Background: an optimization exercise with open tools, aiming at a short achievable clock period and few clock cycles per item. Do not read the settings as production practice. Function was checked by simulation only, so behaviour that the tests miss may differ from the original. Power is estimated from default activity; no workload was simulated.

==> inputs of run a <==
==> flow/design.v (excerpt) <==
module qse_framer (
    input  wire        clk,
    input  wire        rst,            
    input  wire        cmd_valid,
    output wire        cmd_ready,
    input  wire        cmd_load,       
    input  wire [31:0] cmd_seed,
    input  wire        cmd_scr,        
    input  wire [9:0]  cmd_ps_words,   
    input  wire [11:0] cmd_len,        
    input  wire        in_valid,
    output wire        in_ready,
    input  wire [31:0] in_data,
    output wire        out_valid,
    input  wire        out_ready,
    output wire [31:0] out_data,
    output wire        out_last
);
export LEC_CHECK = 0
export ABC_CLOCK_PERIOD_IN_PS = 2500
export CAP_MARGIN = 20
export CORE_MARGIN = 2
export CORE_UTILIZATION = 60
export CTS_CLUSTER_DIAMETER = 100
export CTS_CLUSTER_SIZE = 24
export PLACE_DENSITY = 0.7
export SLEW_MARGIN = 20
create_clock -name core_clock -period 8.0 [get_ports {clk}]
standard.sh (not shown) runs the stock make flow with config.mk's settings and CLKGATE_MAP_FILE= SYNTH_SCRIPT=/design/flow/synth_recipe.tcl, a recipe that flattens the netlist after the stock synthesis.
==> flow/flow/run.sh <==
#!/bin/bash
set -euo pipefail
M="SETUP_SLACK_MARGIN=5.7"
R="orfs/results/${FLOW_PLATFORM:-sky130hd}/qse_framer/base"
bash standard.sh $M place > standard_place.log 2>&1
ODB_IN="$R/3_place.odb" openroad -no_init -exit flow/move_out_ffs.tcl > move_out_ffs.log 2>&1
bash standard.sh $M finish > standard_finish.log 2>&1
==> flow/flow/move_out_ffs.tcl <==
# Put each flip-flop whose only load is an output port's buffer right next to
# that buffer (which sits at the port), then legalize the placement.
read_db $::env(ODB_IN)
set block [ord::get_db_block]
set moved 0
foreach bt [$block getBTerms] {
  if {[$bt getIoType] ne "OUTPUT"} { continue }
  set buf ""
  foreach it [[$bt getNet] getITerms] { if {[$it isOutputSignal]} { set buf [$it getInst] } }
  if {$buf eq ""} { continue }
  set a [$buf findITerm A]
  if {$a eq "NULL" || $a eq ""} { continue }
  set n2 [$a getNet]
  if {[llength [$n2 getITerms]] != 2} { continue }
  set ff ""
  foreach it [$n2 getITerms] { if {[$it isOutputSignal]} { set ff [$it getInst] } }
  if {$ff eq "" || ![string match "*df*" [[$ff getMaster] getName]]} { continue }
  set loc [$buf getLocation]
  $ff setLocation [lindex $loc 0] [lindex $loc 1]
  $ff setPlacementStatus PLACED
  incr moved
}
puts "moved $moved flip-flops next to their output buffers"
detailed_placement
check_placement -verbose
write_db $::env(ODB_IN)
==> inputs of run b, as changes to run a <==
--- a/flow/design.v
+++ b/flow/design.v
@@ -1901,47 +1901,41 @@
     always @(posedge clk) begin
         c_load <= cmd_load;
         c_scr  <= cmd_scr;
         c_seed <= cmd_seed;
         c_pw   <= cmd_ps_words;
         c_len  <= cmd_len;
         c_v    <= !gate_rst && cmd_valid && cmd_ready_q;
     end
-    wire        qi_new  = c_v && !c_load;           
-    wire        qi_push;                             
+    wire        qi_push = c_v && !c_load;
     wire [27:0] qi_wdat = {c_len > 12'd3, c_len > 12'd2, c_len > 12'd1, c_len != 12'd0,
                            c_pw == 10'd1, c_scr, c_len, c_pw};
     reg  [27:0] qi_mem [0:DCQ-1];
     reg  [1:0]  qi_wp, qi_rp;
     reg  [DCQ-1:0] qi_th;
     wire        qi_pop;
     wire [27:0] qi_head = qi_mem[qi_rp];
-    wire        qi_byp;                              
-    wire [27:0] qi_src  = qi_byp ? qi_wdat : qi_head;
     wire        qi_ne = qi_th[0];
-    wire        qk_new  = c_v && (c_load || c_scr);
-    wire        qk_push;
+    wire        qk_push = c_v && (c_load || c_scr);
     wire [32:0] qk_wdat = {c_load, c_load ? c_seed : {22'd0, c_pw}};
     reg  [32:0] qk_mem [0:DCQ-1];
     reg  [1:0]  qk_wp, qk_rp;
     reg  [DCQ-1:0] qk_th;
     wire        qk_pop;
     wire [32:0] qk_head = qk_mem[qk_rp];
-    wire        qk_byp;
-    wire [32:0] qk_src  = qk_byp ? qk_wdat : qk_head;
     wire        qk_ne = qk_th[0];
-    wire [1:0] qi_n = {1'b0, qi_new} + {1'b0, cmd_ready_q};
-    wire [1:0] qk_n = {1'b0, qk_new} + {1'b0, cmd_ready_q};
+    wire [1:0] qi_n = {1'b0, qi_push} + {1'b0, cmd_ready_q};
+    wire [1:0] qk_n = {1'b0, qk_push} + {1'b0, cmd_ready_q};
     wire qi_room = (qi_n == 2'd0) ? !qi_th[DCQ-1] : (qi_n == 2'd1) ? !qi_th[DCQ-2] : !qi_th[DCQ-3];
     wire qk_room = (qk_n == 2'd0) ? !qk_th[DCQ-1] : (qk_n == 2'd1) ? !qk_th[DCQ-2] : !qk_th[DCQ-3];
-    wire qi_room_o = !(qi_th[DCQ-1] || (qi_th[DCQ-2] && (qi_new || cmd_ready_q)) ||
-                       (qi_th[DCQ-3] && qi_new && cmd_ready_q));
-    wire qk_room_o = !(qk_th[DCQ-1] || (qk_th[DCQ-2] && (qk_new || cmd_ready_q)) ||
-                       (qk_th[DCQ-3] && qk_new && cmd_ready_q));
+    wire qi_room_o = !(qi_th[DCQ-1] || (qi_th[DCQ-2] && (qi_push || cmd_ready_q)) ||
+                       (qi_th[DCQ-3] && qi_push && cmd_ready_q));
+    wire qk_room_o = !(qk_th[DCQ-1] || (qk_th[DCQ-2] && (qk_push || cmd_ready_q)) ||
+                       (qk_th[DCQ-3] && qk_push && cmd_ready_q));
     always @(posedge clk) begin
         if (qi_push) qi_mem[qi_wp] <= qi_wdat;
         if (qk_push) qk_mem[qk_wp] <= qk_wdat;
         cmd_ready_q <= !gate_rst && qi_room && qk_room;
         cmd_ready_o <= !gate_rst && qi_room_o && qk_room_o;
         if (r_rst) begin
             qi_wp <= 2'd0; qi_rp <= 2'd0; qi_th <= {DCQ{1'b0}};
             qk_wp <= 2'd0; qk_rp <= 2'd0; qk_th <= {DCQ{1'b0}};
@@ -1997,19 +1991,19 @@
         in_ready_o <= !gate_rst && ow_ok_o && if_room_o;
         if (r_rst) begin
             if_wp <= 2'd0; if_rp <= 2'd0; if_th <= {DIF{1'b0}};
             add_a <= 14'd0; add_b <= 14'h3FFF; add_ge <= 3'd0; owed <= 14'd0;
         end else begin
             if_wp  <= if_wp + {1'b0, i_v};
             if_rp  <= if_rp + {1'b0, if_pop};
             if_th  <= therm({{(8-DIF){1'b0}}, if_th}, i_v, if_pop);
-            add_a  <= qi_new ? {3'd0, c_words} : 14'd0;
-            add_b  <= qi_new ? {3'd0, c_words} - 14'd1 : 14'h3FFF;
-            add_ge <= qi_new ? {c_len > 12'd8, c_len > 12'd4, c_len != 12'd0} : 3'd0;
+            add_a  <= qi_push ? {3'd0, c_words} : 14'd0;
+            add_b  <= qi_push ? {3'd0, c_words} - 14'd1 : 14'h3FFF;
+            add_ge <= qi_push ? {c_len > 12'd8, c_len > 12'd4, c_len != 12'd0} : 3'd0;
             owed   <= owed + (i_v ? add_b : add_a);
         end
     end
     assign in_ready = in_ready_o;
     reg [31:0]  R0;              
     reg [127:0] R1;              
     reg [63:0]  R2;              
     reg [31:0]  SD;              
@@ -2020,24 +2014,21 @@
     reg [1:0]   inj;             
     reg [9:0]  wl;               
     reg        wl_nz, wl_one;
     reg [DKF-1:0] ka_th;         
     reg        kf_room;
     wire ld_ok   = ld_sr[2];
     wire adv     = wl_nz && kf_room && ld_ok;
     wire k_need  = !wl_nz || (adv && wl_one);
-    assign qk_pop  = k_need && qk_ne;
-    assign qk_byp  = k_need && !qk_ne && qk_new;     
-    assign qk_push = qk_new && !qk_byp;
-    wire k_take  = qk_pop || qk_byp;
-    wire k_load  = k_take && qk_src[32];
-    wire k_frame = k_take && !qk_src[32];
+    assign qk_pop = k_need && qk_ne;
+    wire k_load  = qk_pop && qk_head[32];
+    wire k_frame = qk_pop && !qk_head[32];
     wire [31:0] ring_t = R2[31:0] + R2[63:32];
-    wire [31:0] r0_alt = k_load ? qk_src[31:0] : inj[1] ? I1 : I2;
+    wire [31:0] r0_alt = k_load ? qk_head[31:0] : inj[1] ? I1 : I2;
     wire        r0_alt_en  = k_load || (adv && inj != 2'd0);
     wire        r0_ring_en = !k_load && adv && inj == 2'd0;
     wire        r0_hold    = !k_load && !adv;
     wire        kf_pop;
     always @(posedge clk) begin
         P1 <= m4_s0(SD);
         P2 <= m4_s1(P1);
         I1 <= P2[31:0] + P2[63:32];
@@ -2051,27 +2042,27 @@
         R0 <= r_rst ? 32'd0 :
               (r0_alt & {32{r0_alt_en}}) | (ring_t & {32{r0_ring_en}}) | (R0 & {32{r0_hold}});
         if (r_rst) begin
             SD <= 32'd0; inj <= 2'd2; ld_sr <= 3'd0;
             wl <= 10'd0; wl_nz <= 1'b0; wl_one <= 1'b0;
             ka_th <= {DKF{1'b0}}; kf_room <= 1'b1;
         end else begin
             if (k_load) begin
-                SD <= qk_src[31:0];
+                SD <= qk_head[31:0];
                 inj <= 2'd2;
                 ld_sr <= 3'd0;
             end else begin
                 ld_sr <= {ld_sr[1:0], 1'b1};
                 if (adv) inj <= inj - {1'b0, inj != 2'd0};
             end
             if (k_frame) begin
-                wl     <= qk_src[9:0];
+                wl     <= qk_head[9:0];
                 wl_nz  <= 1'b1;
-                wl_one <= qk_src[9:0] == 10'd1;
+                wl_one <= qk_head[9:0] == 10'd1;
             end else if (adv) begin
                 wl     <= wl - 10'd1;
                 wl_nz  <= !wl_one;
                 wl_one <= wl == 10'd2;
             end
             ka_th   <= therm(ka_th, adv, kf_pop);
             kf_room <= !(ka_th[DKF-1] || (adv && ka_th[DKF-2]));
         end
@@ -2132,37 +2123,35 @@
     reg [3:0]  lv;               
     reg [NOF-1:0] cr_th;         
     reg        o_v;              
     reg        o_v_o;            
     wire need_in  = st_pay && lv[0];
     wire need_key = st_pay && cur_scr;
     wire go       = cur_v && cr_th[0] && (!need_in || if_ne) && (!need_key || kf_ne);
     wire fin      = go && st_crc;
-    assign qi_pop  = (!cur_v || fin) && qi_ne;
-    assign qi_byp  = (!cur_v || fin) && !qi_ne && qi_new;    
-    assign qi_push = qi_new && !qi_byp;
+    assign qi_pop = (!cur_v || fin) && qi_ne;
     assign if_pop = go && need_in;
     assign kf_pop = go && need_key;
     wire o_pop    = o_v && out_ready;
     wire [11:0] blft_n = (blft > 12'd4) ? blft - 12'd4 : 12'd0;
-    wire ld   = qi_pop || qi_byp;
+    wire ld   = qi_pop;
     wire sp   = go && st_pay;
     wire spre = go && st_pre;
     wire hold_p = !ld && !sp;            
     wire hold_c = !ld && !go;            
     wire pre_end = spre && (pidx == 2'd3);
     wire pay_end = sp && pay_last;
     wire [11:0] lv_n = {blft > 12'd7, blft > 12'd6, blft > 12'd5, blft > 12'd4};
     always @(posedge clk) begin
-        if (ld) cur_scr <= qi_src[22];
-        pay_left <= (qi_src[9:0] & {10{ld}}) | ((pay_left - 10'd1) & {10{sp}}) | (pay_left & {10{hold_p}});
-        pay_last <= (qi_src[23] & ld) | ((pay_left == 10'd2) & sp) | (pay_last & hold_p);
-        blft     <= (qi_src[21:10] & {12{ld}}) | (blft_n & {12{sp}}) | (blft & {12{hold_p}});
-        lv       <= (qi_src[27:24] & {4{ld}}) | (lv_n[3:0] & {4{sp}}) | (lv & {4{hold_p}});
+        if (ld) cur_scr <= qi_head[22];
+        pay_left <= (qi_head[9:0] & {10{ld}}) | ((pay_left - 10'd1) & {10{sp}}) | (pay_left & {10{hold_p}});
+        pay_last <= (qi_head[23] & ld) | ((pay_left == 10'd2) & sp) | (pay_last & hold_p);
+        blft     <= (qi_head[21:10] & {12{ld}}) | (blft_n & {12{sp}}) | (blft & {12{hold_p}});
+        lv       <= (qi_head[27:24] & {4{ld}}) | (lv_n[3:0] & {4{sp}}) | (lv & {4{hold_p}});
         pidx     <= ((pidx + 2'd1) & {2{spre}}) | (pidx & {2{hold_c}});
         if (r_rst) begin
             cur_v <= 1'b0; st_pre <= 1'b0; st_pay <= 1'b0; st_crc <= 1'b0;
             cr_th <= {NOF{1'b1}};
         end else begin
             cur_v  <= ld || (cur_v && !fin);
             st_pre <= ld || (st_pre && !pre_end);
             st_pay <= !ld && (pre_end || (st_pay && !pay_end));
@@ -2192,32 +2181,31 @@
     reg [32:0] of_mem [0:NOF-1];
     reg [1:0]  of_wp, of_hp, of_sp;      
     reg [NOF-1:0] of_th;                 
     reg [31:0] o_data;
     reg        o_last;
     wire        of_ne   = of_th[0];
     wire        o_take  = !o_v || out_ready;
     wire        of_ld   = o_take && of_ne;
-    wire        of_dir  = o_take && !of_ne && s1_v;      
     wire [32:0] of_next = of_mem[of_hp];
     wire [32:0] of_show = of_mem[of_sp];
     always @(posedge clk) begin
         if (s1_v) of_mem[of_wp] <= of_wdat;
-        o_data <= !o_take ? of_show[31:0] : of_ne ? of_next[31:0] : of_wdat[31:0];
-        o_last <= !o_take ? of_show[32]   : of_ne ? of_next[32]   : of_wdat[32];
-        o_v   <= !gate_rst && (of_ne || s1_v || (o_v && !out_ready));
-        o_v_o <= !gate_rst && (of_ne || s1_v || (o_v_o && !out_ready));
+        o_data <= o_take ? of_next[31:0] : of_show[31:0];
+        o_last <= o_take ? of_next[32]   : of_show[32];
+        o_v   <= !gate_rst && (of_ne || (o_v && !out_ready));
+        o_v_o <= !gate_rst && (of_ne || (o_v_o && !out_ready));
         if (r_rst) begin
             of_wp <= 2'd0; of_hp <= 2'd0; of_sp <= 2'd3; of_th <= {NOF{1'b0}};
         end else begin
             of_wp <= of_wp + {1'b0, s1_v};
-            if (of_ld || of_dir) begin
+            if (of_ld) begin
                 of_hp <= of_hp + 2'd1;
                 of_sp <= of_hp;
             end
-            of_th <= therm({{(8-NOF){1'b0}}, of_th}, s1_v && !of_dir, of_ld);
+            of_th <= therm({{(8-NOF){1'b0}}, of_th}, s1_v, of_ld);
         end
     end
     assign out_valid = o_v_o;
     assign out_data  = o_data;
     assign out_last  = o_last;
 endmodule
- CORE_UTILIZATION: 60 -> 70
- PLACE_DENSITY: 0.7 -> 0.8
==> inputs of run c, as changes to run a <==
--- a/flow/design.v
+++ b/flow/design.v
@@ -1901,47 +1901,41 @@
     always @(posedge clk) begin
         c_load <= cmd_load;
         c_scr  <= cmd_scr;
         c_seed <= cmd_seed;
         c_pw   <= cmd_ps_words;
         c_len  <= cmd_len;
         c_v    <= !gate_rst && cmd_valid && cmd_ready_q;
     end
-    wire        qi_new  = c_v && !c_load;           
-    wire        qi_push;                             
+    wire        qi_push = c_v && !c_load;
     wire [27:0] qi_wdat = {c_len > 12'd3, c_len > 12'd2, c_len > 12'd1, c_len != 12'd0,
                            c_pw == 10'd1, c_scr, c_len, c_pw};
     reg  [27:0] qi_mem [0:DCQ-1];
     reg  [1:0]  qi_wp, qi_rp;
     reg  [DCQ-1:0] qi_th;
     wire        qi_pop;
     wire [27:0] qi_head = qi_mem[qi_rp];
-    wire        qi_byp;                              
-    wire [27:0] qi_src  = qi_byp ? qi_wdat : qi_head;
     wire        qi_ne = qi_th[0];
-    wire        qk_new  = c_v && (c_load || c_scr);
-    wire        qk_push;
+    wire        qk_push = c_v && (c_load || c_scr);
     wire [32:0] qk_wdat = {c_load, c_load ? c_seed : {22'd0, c_pw}};
     reg  [32:0] qk_mem [0:DCQ-1];
     reg  [1:0]  qk_wp, qk_rp;
     reg  [DCQ-1:0] qk_th;
     wire        qk_pop;
     wire [32:0] qk_head = qk_mem[qk_rp];
-    wire        qk_byp;
-    wire [32:0] qk_src  = qk_byp ? qk_wdat : qk_head;
     wire        qk_ne = qk_th[0];
-    wire [1:0] qi_n = {1'b0, qi_new} + {1'b0, cmd_ready_q};
-    wire [1:0] qk_n = {1'b0, qk_new} + {1'b0, cmd_ready_q};
+    wire [1:0] qi_n = {1'b0, qi_push} + {1'b0, cmd_ready_q};
+    wire [1:0] qk_n = {1'b0, qk_push} + {1'b0, cmd_ready_q};
     wire qi_room = (qi_n == 2'd0) ? !qi_th[DCQ-1] : (qi_n == 2'd1) ? !qi_th[DCQ-2] : !qi_th[DCQ-3];
     wire qk_room = (qk_n == 2'd0) ? !qk_th[DCQ-1] : (qk_n == 2'd1) ? !qk_th[DCQ-2] : !qk_th[DCQ-3];
-    wire qi_room_o = !(qi_th[DCQ-1] || (qi_th[DCQ-2] && (qi_new || cmd_ready_q)) ||
-                       (qi_th[DCQ-3] && qi_new && cmd_ready_q));
-    wire qk_room_o = !(qk_th[DCQ-1] || (qk_th[DCQ-2] && (qk_new || cmd_ready_q)) ||
-                       (qk_th[DCQ-3] && qk_new && cmd_ready_q));
+    wire qi_room_o = !(qi_th[DCQ-1] || (qi_th[DCQ-2] && (qi_push || cmd_ready_q)) ||
+                       (qi_th[DCQ-3] && qi_push && cmd_ready_q));
+    wire qk_room_o = !(qk_th[DCQ-1] || (qk_th[DCQ-2] && (qk_push || cmd_ready_q)) ||
+                       (qk_th[DCQ-3] && qk_push && cmd_ready_q));
     always @(posedge clk) begin
         if (qi_push) qi_mem[qi_wp] <= qi_wdat;
         if (qk_push) qk_mem[qk_wp] <= qk_wdat;
         cmd_ready_q <= !gate_rst && qi_room && qk_room;
         cmd_ready_o <= !gate_rst && qi_room_o && qk_room_o;
         if (r_rst) begin
             qi_wp <= 2'd0; qi_rp <= 2'd0; qi_th <= {DCQ{1'b0}};
             qk_wp <= 2'd0; qk_rp <= 2'd0; qk_th <= {DCQ{1'b0}};
@@ -1997,19 +1991,19 @@
         in_ready_o <= !gate_rst && ow_ok_o && if_room_o;
         if (r_rst) begin
             if_wp <= 2'd0; if_rp <= 2'd0; if_th <= {DIF{1'b0}};
             add_a <= 14'd0; add_b <= 14'h3FFF; add_ge <= 3'd0; owed <= 14'd0;
         end else begin
             if_wp  <= if_wp + {1'b0, i_v};
             if_rp  <= if_rp + {1'b0, if_pop};
             if_th  <= therm({{(8-DIF){1'b0}}, if_th}, i_v, if_pop);
-            add_a  <= qi_new ? {3'd0, c_words} : 14'd0;
-            add_b  <= qi_new ? {3'd0, c_words} - 14'd1 : 14'h3FFF;
-            add_ge <= qi_new ? {c_len > 12'd8, c_len > 12'd4, c_len != 12'd0} : 3'd0;
+            add_a  <= qi_push ? {3'd0, c_words} : 14'd0;
+            add_b  <= qi_push ? {3'd0, c_words} - 14'd1 : 14'h3FFF;
+            add_ge <= qi_push ? {c_len > 12'd8, c_len > 12'd4, c_len != 12'd0} : 3'd0;
             owed   <= owed + (i_v ? add_b : add_a);
         end
     end
     assign in_ready = in_ready_o;
     reg [31:0]  R0;              
     reg [127:0] R1;              
     reg [63:0]  R2;              
     reg [31:0]  SD;              
@@ -2020,24 +2014,21 @@
     reg [1:0]   inj;             
     reg [9:0]  wl;               
     reg        wl_nz, wl_one;
     reg [DKF-1:0] ka_th;         
     reg        kf_room;
     wire ld_ok   = ld_sr[2];
     wire adv     = wl_nz && kf_room && ld_ok;
     wire k_need  = !wl_nz || (adv && wl_one);
-    assign qk_pop  = k_need && qk_ne;
-    assign qk_byp  = k_need && !qk_ne && qk_new;     
-    assign qk_push = qk_new && !qk_byp;
-    wire k_take  = qk_pop || qk_byp;
-    wire k_load  = k_take && qk_src[32];
-    wire k_frame = k_take && !qk_src[32];
+    assign qk_pop = k_need && qk_ne;
+    wire k_load  = qk_pop && qk_head[32];
+    wire k_frame = qk_pop && !qk_head[32];
     wire [31:0] ring_t = R2[31:0] + R2[63:32];
-    wire [31:0] r0_alt = k_load ? qk_src[31:0] : inj[1] ? I1 : I2;
+    wire [31:0] r0_alt = k_load ? qk_head[31:0] : inj[1] ? I1 : I2;
     wire        r0_alt_en  = k_load || (adv && inj != 2'd0);
     wire        r0_ring_en = !k_load && adv && inj == 2'd0;
     wire        r0_hold    = !k_load && !adv;
     wire        kf_pop;
     always @(posedge clk) begin
         P1 <= m4_s0(SD);
         P2 <= m4_s1(P1);
         I1 <= P2[31:0] + P2[63:32];
@@ -2051,27 +2042,27 @@
         R0 <= r_rst ? 32'd0 :
               (r0_alt & {32{r0_alt_en}}) | (ring_t & {32{r0_ring_en}}) | (R0 & {32{r0_hold}});
         if (r_rst) begin
             SD <= 32'd0; inj <= 2'd2; ld_sr <= 3'd0;
             wl <= 10'd0; wl_nz <= 1'b0; wl_one <= 1'b0;
             ka_th <= {DKF{1'b0}}; kf_room <= 1'b1;
         end else begin
             if (k_load) begin
-                SD <= qk_src[31:0];
+                SD <= qk_head[31:0];
                 inj <= 2'd2;
                 ld_sr <= 3'd0;
             end else begin
                 ld_sr <= {ld_sr[1:0], 1'b1};
                 if (adv) inj <= inj - {1'b0, inj != 2'd0};
             end
             if (k_frame) begin
-                wl     <= qk_src[9:0];
+                wl     <= qk_head[9:0];
                 wl_nz  <= 1'b1;
-                wl_one <= qk_src[9:0] == 10'd1;
+                wl_one <= qk_head[9:0] == 10'd1;
             end else if (adv) begin
                 wl     <= wl - 10'd1;
                 wl_nz  <= !wl_one;
                 wl_one <= wl == 10'd2;
             end
             ka_th   <= therm(ka_th, adv, kf_pop);
             kf_room <= !(ka_th[DKF-1] || (adv && ka_th[DKF-2]));
         end
@@ -2132,37 +2123,35 @@
     reg [3:0]  lv;               
     reg [NOF-1:0] cr_th;         
     reg        o_v;              
     reg        o_v_o;            
     wire need_in  = st_pay && lv[0];
     wire need_key = st_pay && cur_scr;
     wire go       = cur_v && cr_th[0] && (!need_in || if_ne) && (!need_key || kf_ne);
     wire fin      = go && st_crc;
-    assign qi_pop  = (!cur_v || fin) && qi_ne;
-    assign qi_byp  = (!cur_v || fin) && !qi_ne && qi_new;    
-    assign qi_push = qi_new && !qi_byp;
+    assign qi_pop = (!cur_v || fin) && qi_ne;
     assign if_pop = go && need_in;
     assign kf_pop = go && need_key;
     wire o_pop    = o_v && out_ready;
     wire [11:0] blft_n = (blft > 12'd4) ? blft - 12'd4 : 12'd0;
-    wire ld   = qi_pop || qi_byp;
+    wire ld   = qi_pop;
     wire sp   = go && st_pay;
     wire spre = go && st_pre;
     wire hold_p = !ld && !sp;            
     wire hold_c = !ld && !go;            
     wire pre_end = spre && (pidx == 2'd3);
     wire pay_end = sp && pay_last;
     wire [11:0] lv_n = {blft > 12'd7, blft > 12'd6, blft > 12'd5, blft > 12'd4};
     always @(posedge clk) begin
-        if (ld) cur_scr <= qi_src[22];
-        pay_left <= (qi_src[9:0] & {10{ld}}) | ((pay_left - 10'd1) & {10{sp}}) | (pay_left & {10{hold_p}});
-        pay_last <= (qi_src[23] & ld) | ((pay_left == 10'd2) & sp) | (pay_last & hold_p);
-        blft     <= (qi_src[21:10] & {12{ld}}) | (blft_n & {12{sp}}) | (blft & {12{hold_p}});
-        lv       <= (qi_src[27:24] & {4{ld}}) | (lv_n[3:0] & {4{sp}}) | (lv & {4{hold_p}});
+        if (ld) cur_scr <= qi_head[22];
+        pay_left <= (qi_head[9:0] & {10{ld}}) | ((pay_left - 10'd1) & {10{sp}}) | (pay_left & {10{hold_p}});
+        pay_last <= (qi_head[23] & ld) | ((pay_left == 10'd2) & sp) | (pay_last & hold_p);
+        blft     <= (qi_head[21:10] & {12{ld}}) | (blft_n & {12{sp}}) | (blft & {12{hold_p}});
+        lv       <= (qi_head[27:24] & {4{ld}}) | (lv_n[3:0] & {4{sp}}) | (lv & {4{hold_p}});
         pidx     <= ((pidx + 2'd1) & {2{spre}}) | (pidx & {2{hold_c}});
         if (r_rst) begin
             cur_v <= 1'b0; st_pre <= 1'b0; st_pay <= 1'b0; st_crc <= 1'b0;
             cr_th <= {NOF{1'b1}};
         end else begin
             cur_v  <= ld || (cur_v && !fin);
             st_pre <= ld || (st_pre && !pre_end);
             st_pay <= !ld && (pre_end || (st_pay && !pay_end));
@@ -2192,32 +2181,31 @@
     reg [32:0] of_mem [0:NOF-1];
     reg [1:0]  of_wp, of_hp, of_sp;      
     reg [NOF-1:0] of_th;                 
     reg [31:0] o_data;
     reg        o_last;
     wire        of_ne   = of_th[0];
     wire        o_take  = !o_v || out_ready;
     wire        of_ld   = o_take && of_ne;
-    wire        of_dir  = o_take && !of_ne && s1_v;      
     wire [32:0] of_next = of_mem[of_hp];
     wire [32:0] of_show = of_mem[of_sp];
     always @(posedge clk) begin
         if (s1_v) of_mem[of_wp] <= of_wdat;
-        o_data <= !o_take ? of_show[31:0] : of_ne ? of_next[31:0] : of_wdat[31:0];
-        o_last <= !o_take ? of_show[32]   : of_ne ? of_next[32]   : of_wdat[32];
-        o_v   <= !gate_rst && (of_ne || s1_v || (o_v && !out_ready));
-        o_v_o <= !gate_rst && (of_ne || s1_v || (o_v_o && !out_ready));
+        o_data <= o_take ? of_next[31:0] : of_show[31:0];
+        o_last <= o_take ? of_next[32]   : of_show[32];
+        o_v   <= !gate_rst && (of_ne || (o_v && !out_ready));
+        o_v_o <= !gate_rst && (of_ne || (o_v_o && !out_ready));
         if (r_rst) begin
             of_wp <= 2'd0; of_hp <= 2'd0; of_sp <= 2'd3; of_th <= {NOF{1'b0}};
         end else begin
             of_wp <= of_wp + {1'b0, s1_v};
-            if (of_ld || of_dir) begin
+            if (of_ld) begin
                 of_hp <= of_hp + 2'd1;
                 of_sp <= of_hp;
             end
-            of_th <= therm({{(8-NOF){1'b0}}, of_th}, s1_v && !of_dir, of_ld);
+            of_th <= therm({{(8-NOF){1'b0}}, of_th}, s1_v, of_ld);
         end
     end
     assign out_valid = o_v_o;
     assign out_data  = o_data;
     assign out_last  = o_last;
 endmodule
==> run summary <==
quantity	run b	run c	run a
Result of the run	finished clean	finished clean	finished clean
Global-route met1 utilization	45.7%	40.3%	39.6%
Metal3 WL	20.7 mm	14.9 mm	14.5 mm
Simple-gate share of the synthesized area	3.90%	3.90%	4.46%
Global-route wire length before repair	341 mm	339 mm	343 mm
Num tapcells	1,768	2,044	2,058
R2r endpoint	R0[22]	R0[28]	R0[30]
Antenna violations before repair	14	19	8
Seq. pwr	0.0117 W	0.0117 W	0.0130 W
Total number of nets in the final design	8,088	8,107	8,304
Startpoint of the lowest-slack register-to-register path	R2[40]	R2[39]	R2[40]
Post-Syn Instances	6,486	6,486	6,679
Crit path from	o_data[8]	o_data[3]	in_ready_o
Mean routed wirelength per cell	26.7 um	25.1 um	24.7 um
WHS	330 ps	326 ps	324 ps
Testbench counts of run a, summed over its fixed seeds: cycles 21,245, bytes 84,816.
Testbench counts of run b, summed over its fixed seeds: cycles 21,261, bytes 84,816.
Testbench counts of run c, summed over its fixed seeds: cycles 21,261, bytes 84,816.

## port drivers added, routing unchanged
The results above use ideal ports. As a check the final layouts listed here were re-extracted and re-timed, cells and wires unchanged.
Step 1 sets driving cells, clkbuf_16 on the clock port and buf_2 on the other inputs (assumed; they add their load-dependent delay and slew).
Step 2 also shifts input and output timing later by t, the mid clock arrival at the registers, as if the neighbouring blocks saw the same clock.
Slacks: ideal ports / drivers / drivers and shift; pairs: ideal ports / drivers.
run | t (ns) | slack for setup (ns) | latest minus earliest clock arrival (ns)
run a | 0.822 | 5.191 / 5.105 / 4.962 | 0.040 / 0.040
run b | 0.821 | 5.190 / 5.103 / 5.043 | 0.064 / 0.064
run c | 0.838 | 5.192 / 5.105 / 4.993 | 0.048 / 0.048
After both steps setup and hold are still met in every run listed. For run a, which loses most, drivers alone change the setup slack by -0.086 ns; drivers and shift together by -0.229 ns.
